From an optimization exercise on the open Yosys and OpenROAD flow, aimed at small area; shortcuts taken in it are not production practice.
RTL that was checked went through simulation tests only; none was proved equivalent to the original.
Power figures rest on the tool's default switching activity, not on a simulated workload.

Setup of run 1:
// topo_discovery
module topo_discovery (
    input  wire          clk,
    input  wire          rst,
    input  wire [15:0]   now,
    input  wire          hw_valid,
    input  wire [7:0]    hw_len,
    input  wire [23:0]   hw_data,
    input  wire          hr_valid,
    output reg  [7:0]    hr_data,
    output wire          sel_n,
    output reg           xf_valid,
    output wire [4:0]    xf_len,
    output wire [71:0]   xf_tx,
    input  wire [71:0]   xf_rx,
    output reg           irq_n
);
clock: 100.0 ns
lec_check: 0
cap_margin: 20
core_margin: 2
core_utilization: 30
cts_buf_list: sky130_fd_sc_hd__clkbuf_4
place_density: 0.5
slew_margin: 20
standard.sh (not shown) runs the stock make flow with config.mk's settings and CLKGATE_MAP_FILE= SYNTH_SCRIPT=/design/flow/synth_recipe.tcl, a recipe that flattens the netlist after the stock synthesis.
==> flow/flow/run.sh <==
#!/bin/bash
# Standard synthesis, then an area re-map of its combinational logic (same
# registers), then the standard layout with the smallest buffer on the ports.
set -euo pipefail
here=$(pwd)
res=$here/orfs/results/$FLOW_PLATFORM/topo_discovery/base

bash standard.sh synth > make_synth.log 2>&1

cp $res/1_2_yosys.v $here/1_2_yosys.standard.v
export REMAP_LIB=$FLOW_HOME/platforms/$FLOW_PLATFORM/lib/sky130_fd_sc_hd__tt_025C_1v80.lib
export REMAP_TOP=$FLOW_TOP
export REMAP_IN=$here/1_2_yosys.standard.v
export REMAP_OUT=$here/1_2_yosys.remap.v
export REMAP_SCRIPT=$here/flow/remap.abc
export REMAP_DONT_USE="$(sed -n '/DONT_USE_CELLS += /,/^#/p' $FLOW_HOME/platforms/$FLOW_PLATFORM/config.mk | grep -o 'sky130_fd_sc_hd__[a-z0-9_]*' | tr '\n' ' ')"
yosys -c flow/remap.tcl > yosys_remap.log 2>&1
cp $REMAP_OUT $res/1_2_yosys.v
rm -f $res/1_synth.odb $res/1_synth.sdc

bash standard.sh "BUFFER_PORTS_ARGS=-buffer_cell sky130_fd_sc_hd__buf_1" \
    "CTS_ARGS=-sink_clustering_enable -repair_clock_nets -dont_use_dummy_load -buf_list sky130_fd_sc_hd__clkbuf_16 -sink_clustering_size 24 -sink_clustering_max_diameter 120" \
    finish > make_finish.log 2>&1
==> flow/flow/remap.abc <==
strash; ifraig; scorr; dc2; strash; &get -n; &deepsyn -T 20; &dch -f; &nf -R 1000; &put
==> flow/flow/remap.tcl <==
# Re-map the combinational logic of the standard synthesis netlist for area.
# Flip-flops and tie cells are kept as they are (same instances, names and
# cell types); only the gates between them are re-synthesized by ABC.
yosys -import
set lib $::env(REMAP_LIB)
read_liberty -ignore_miss_func $lib
foreach m [list sky130_fd_sc_hd__*df* sky130_fd_sc_hd__*dl* sky130_fd_sc_hd__conb_1] {
    yosys blackbox $m
}
read_verilog $::env(REMAP_IN)
hierarchy -top $::env(REMAP_TOP)
flatten
opt -purge
set du {}
foreach c $::env(REMAP_DONT_USE) { lappend du -dont_use $c }
abc -liberty $lib {*}$du -script $::env(REMAP_SCRIPT)
opt_clean -purge
hilomap -singleton -hicell sky130_fd_sc_hd__conb_1 HI -locell sky130_fd_sc_hd__conb_1 LO
insbuf -buf sky130_fd_sc_hd__buf_4 A X
opt_clean -purge
stat -liberty $lib
write_verilog -noattr -noexpr -nohex -nodec $::env(REMAP_OUT)
Edits applied to the flow inputs when going from run 1 to run 2:
-- flow/design.v --
<<< run 1, line 189
        if (w_on)  active_n = 1'b1;
        if (w_off) active_n = 1'b0;
        hr_data_n = reply_n;
        if (hr_valid) begin
            armed_n   = 1'b0;
            e_br_n    = 6'd0;
>>> run 2, line 189
        if (w_on)  active_n = 1'b1;
        if (w_off) active_n = 1'b0;
        if (hr_valid) begin
            hr_data_n = reply_n;
            armed_n   = 1'b0;
            e_br_n    = 6'd0;
<<< run 1, line 305
        end
    end
    wire [7:0] mask_d = mask_def ? 8'h03 : sf ? hw_data[23:16] : 8'h00;
    assign sel_n  = (st != S_PRE);
    assign xf_len = {1'b0, cnt};
>>> run 2, line 305
        end
    end
    assign sel_n  = (st != S_PRE);
    assign xf_len = {1'b0, cnt};
<<< run 1, line 347
    integer b, k;
    always @(posedge clk) begin
        lz      <= lz_n;
        e_eng   <= e_eng_n;
        pace_dl <= pace_dl_n;
        e_br    <= e_br_n;
        first   <= first_n;
        win     <= win_n;
        ptr     <= ptr_n;
        lim     <= lim_eff;
        hr_data <= hr_data_n;
        if (exch) begin
            if (cur) bank_a <= xf_rx[63:0];
            else     bank_b <= xf_rx[63:0];
        end
        for (b = 0; b < 8; b = b + 1)
            if ((mask_def && (b + 1 < cnt)) || !sf || mask_we[b])
                mask[8*b +: 8] <= mask_d;
        for (k = 0; k < 16; k = k + 1)
            if (qwe[k])
                qm[7*k +: 7] <= rot[7*(k%4) +: 7];
    end
endmodule
>>> run 2, line 346
    integer b, k;
    always @(posedge clk) begin
        if (!rst) begin
            lz      <= lz_n;
            e_eng   <= e_eng_n;
            pace_dl <= pace_dl_n;
            e_br    <= e_br_n;
            first   <= first_n;
            win     <= win_n;
            ptr     <= ptr_n;
            lim     <= lim_eff;
            hr_data <= hr_data_n;
            if (exch) begin
                if (cur) bank_a <= xf_rx[63:0];
                else     bank_b <= xf_rx[63:0];
            end
            for (b = 0; b < 8; b = b + 1) begin
                if (mask_def && (b + 1 < cnt))
                    mask[8*b +: 8] <= 8'h03;
                else if (!sf)
                    mask[8*b +: 8] <= 8'h00;
                else if (mask_we[b])
                    mask[8*b +: 8] <= hw_data[23:16];
            end
            for (k = 0; k < 16; k = k + 1)
                if (qwe[k])
                    qm[7*k +: 7] <= rot[7*(k%4) +: 7];
        end
    end
endmodule
==> notes.md <==
Diff run 1 -> run 2: area overhead of the layout relative to synthesis saw little to no change, via count of the first global-routing pass picked up an extra about 2.3%.
Relative to run 1, the wire length of the first global-routing pass measured on run 2 has increased by a few percent.
Going from run 1 to run 2, summed instance area of the synthesized netlist grew slightly.
Higher design area among run 1 and run 2: run 2
Share of power burned in the clock network up 1.1 points in run 2 wrt run 1
Run 1 ended up with sky130_fd_sc_hd__buf_4 as its cell with the biggest individual delay on the critical path; run 2 ended up with sky130_fd_sc_hd__a21oi_1.
No functional check of the RTL was part of run 2.

---

topo_discovery, a different RTL version from the one above (not shown whole).
Size: roughly 2000 cells after synthesis.
==> flow/config.mk <==
export PLATFORM = sky130hd
export DESIGN_NAME = topo_discovery
export DESIGN_NICKNAME = topo_discovery
export VERILOG_FILES = /design/flow/design.v
export SDC_FILE = /design/flow/constraint.sdc
export NUM_CORES = 4
export LEC_CHECK = 0
export CAP_MARGIN = 5
export CORE_MARGIN = 2
export CORE_UTILIZATION = 30
export CTS_BUF_LIST = sky130_fd_sc_hd__clkbuf_4
export PLACE_DENSITY = 0.5
export SLEW_MARGIN = 5
==> flow/constraint.sdc <==
create_clock -name core_clock -period 100.0 [get_ports {clk}]
set_input_delay 20.0000 -clock core_clock [delete_from_list [all_inputs] [get_ports {clk}]]
set_output_delay 20.0000 -clock core_clock [all_outputs]
set_load 0.01 [all_outputs]
==> flow/flow/remap.tcl <==
# Re-map the combinational logic of the standard synthesis netlist for area.
# Flip-flops and tie cells are kept as they are (same instances, names and
# cell types); only the gates between them are re-synthesized by ABC.
yosys -import
set lib $::env(REMAP_LIB)
read_liberty -ignore_miss_func $lib
foreach m [list sky130_fd_sc_hd__*df* sky130_fd_sc_hd__*dl* sky130_fd_sc_hd__conb_1] {
    yosys blackbox $m
}
read_verilog $::env(REMAP_IN)
hierarchy -top $::env(REMAP_TOP)
flatten
opt -purge
set du {}
foreach c $::env(REMAP_DONT_USE) { lappend du -dont_use $c }
abc -liberty $lib {*}$du -script $::env(REMAP_SCRIPT)
opt_clean -purge
# a second pass on the mapped gates finds a little more
abc -liberty $lib {*}$du -script $::env(REMAP_SCRIPT)
opt_clean -purge
hilomap -singleton -hicell sky130_fd_sc_hd__conb_1 HI -locell sky130_fd_sc_hd__conb_1 LO
insbuf -buf sky130_fd_sc_hd__buf_4 A X
opt_clean -purge
stat -liberty $lib
write_verilog -noattr -noexpr -nohex -nodec $::env(REMAP_OUT)
Scripts as last shown in full above: flow/flow/run.sh, flow/flow/remap.abc
Change:
--- a/flow/design.v
+++ b/flow/design.v
@@ -306,19 +306,19 @@
             rptr_n  = rptr + 5'd1;
             armed_n = 1'b1;
             irq_n_n = 1'b0;
             e_br_n  = 6'd0;
         end
     end
     wire [7:0] mask_d = mask_def ? 8'h03 : sf ? hw_data[23:16] : 8'h00;
     assign sel_n  = (st != S_PRE);
     assign xf_len = {1'b0, cnt};
-    assign xf_tx  = {8'h00, mask};
+    assign xf_tx  = {mask[7:0], mask};
     always @(posedge clk) begin
         prev_now <= now[13:0];
         if (rst) begin
             st       <= S_READY;
             sf       <= 1'b0;
             cnt      <= 4'd1;
             xf_valid <= 1'b0;
             wptr     <= 5'd0;
             cptr     <= 5'd0;
What happened:
- flip-flop and latch count does not change
- count of clock-buffer cells in the layout is unchanged
- setup slack is better by 0.055 ns
- wire length is lower by 0.81%
- critical path depth does not change
- global-route usage is lower by 0.58 points
- worst hold slack got worse by 0.0073 ns
- non-clock buffer count went up by 12

## re-timing with driven ports
No port has a modelled driver above. Below, the same layouts with a new extraction and two added sets of constraints. Step 1 (the two cells are an assumption about what drives the block):
set clk [get_ports {clk}]
set_driving_cell -lib_cell sky130_fd_sc_hd__clkbuf_16 $clk
set_driving_cell -lib_cell sky130_fd_sc_hd__buf_2 [delete_from_list [all_inputs] $clk]
Step 2, shift: input delay + t, output delay - t, t = (earliest + latest rising clock arrival at the registers) / 2. This alone moves slack from input paths to output paths. a / b / c = ideal ports / drivers / drivers and shift; a / b = the first two.
run | t, ns | slack for setup (ns) | clock arrival spread, ns | cell pins on the clock port's net
run 1 | 0.603 | 73.558 / 73.588 / 72.986 | 0.035 / 0.035 | 1
run 2 | 0.609 | 73.914 / 73.958 / 73.349 | 0.119 / 0.120 | 1
the first run of note 2 | 0.611 | 74.557 / 74.594 / 73.983 | 0.051 / 0.051 | 1
the second run of note 2 | 0.613 | 74.612 / 74.646 / 74.034 | 0.058 / 0.059 | 1
After both steps setup and hold are still met in every run listed. The setup slack of the second run of note 2, which loses most, moves by +0.034 ns with the drivers and by -0.578 ns with both steps.
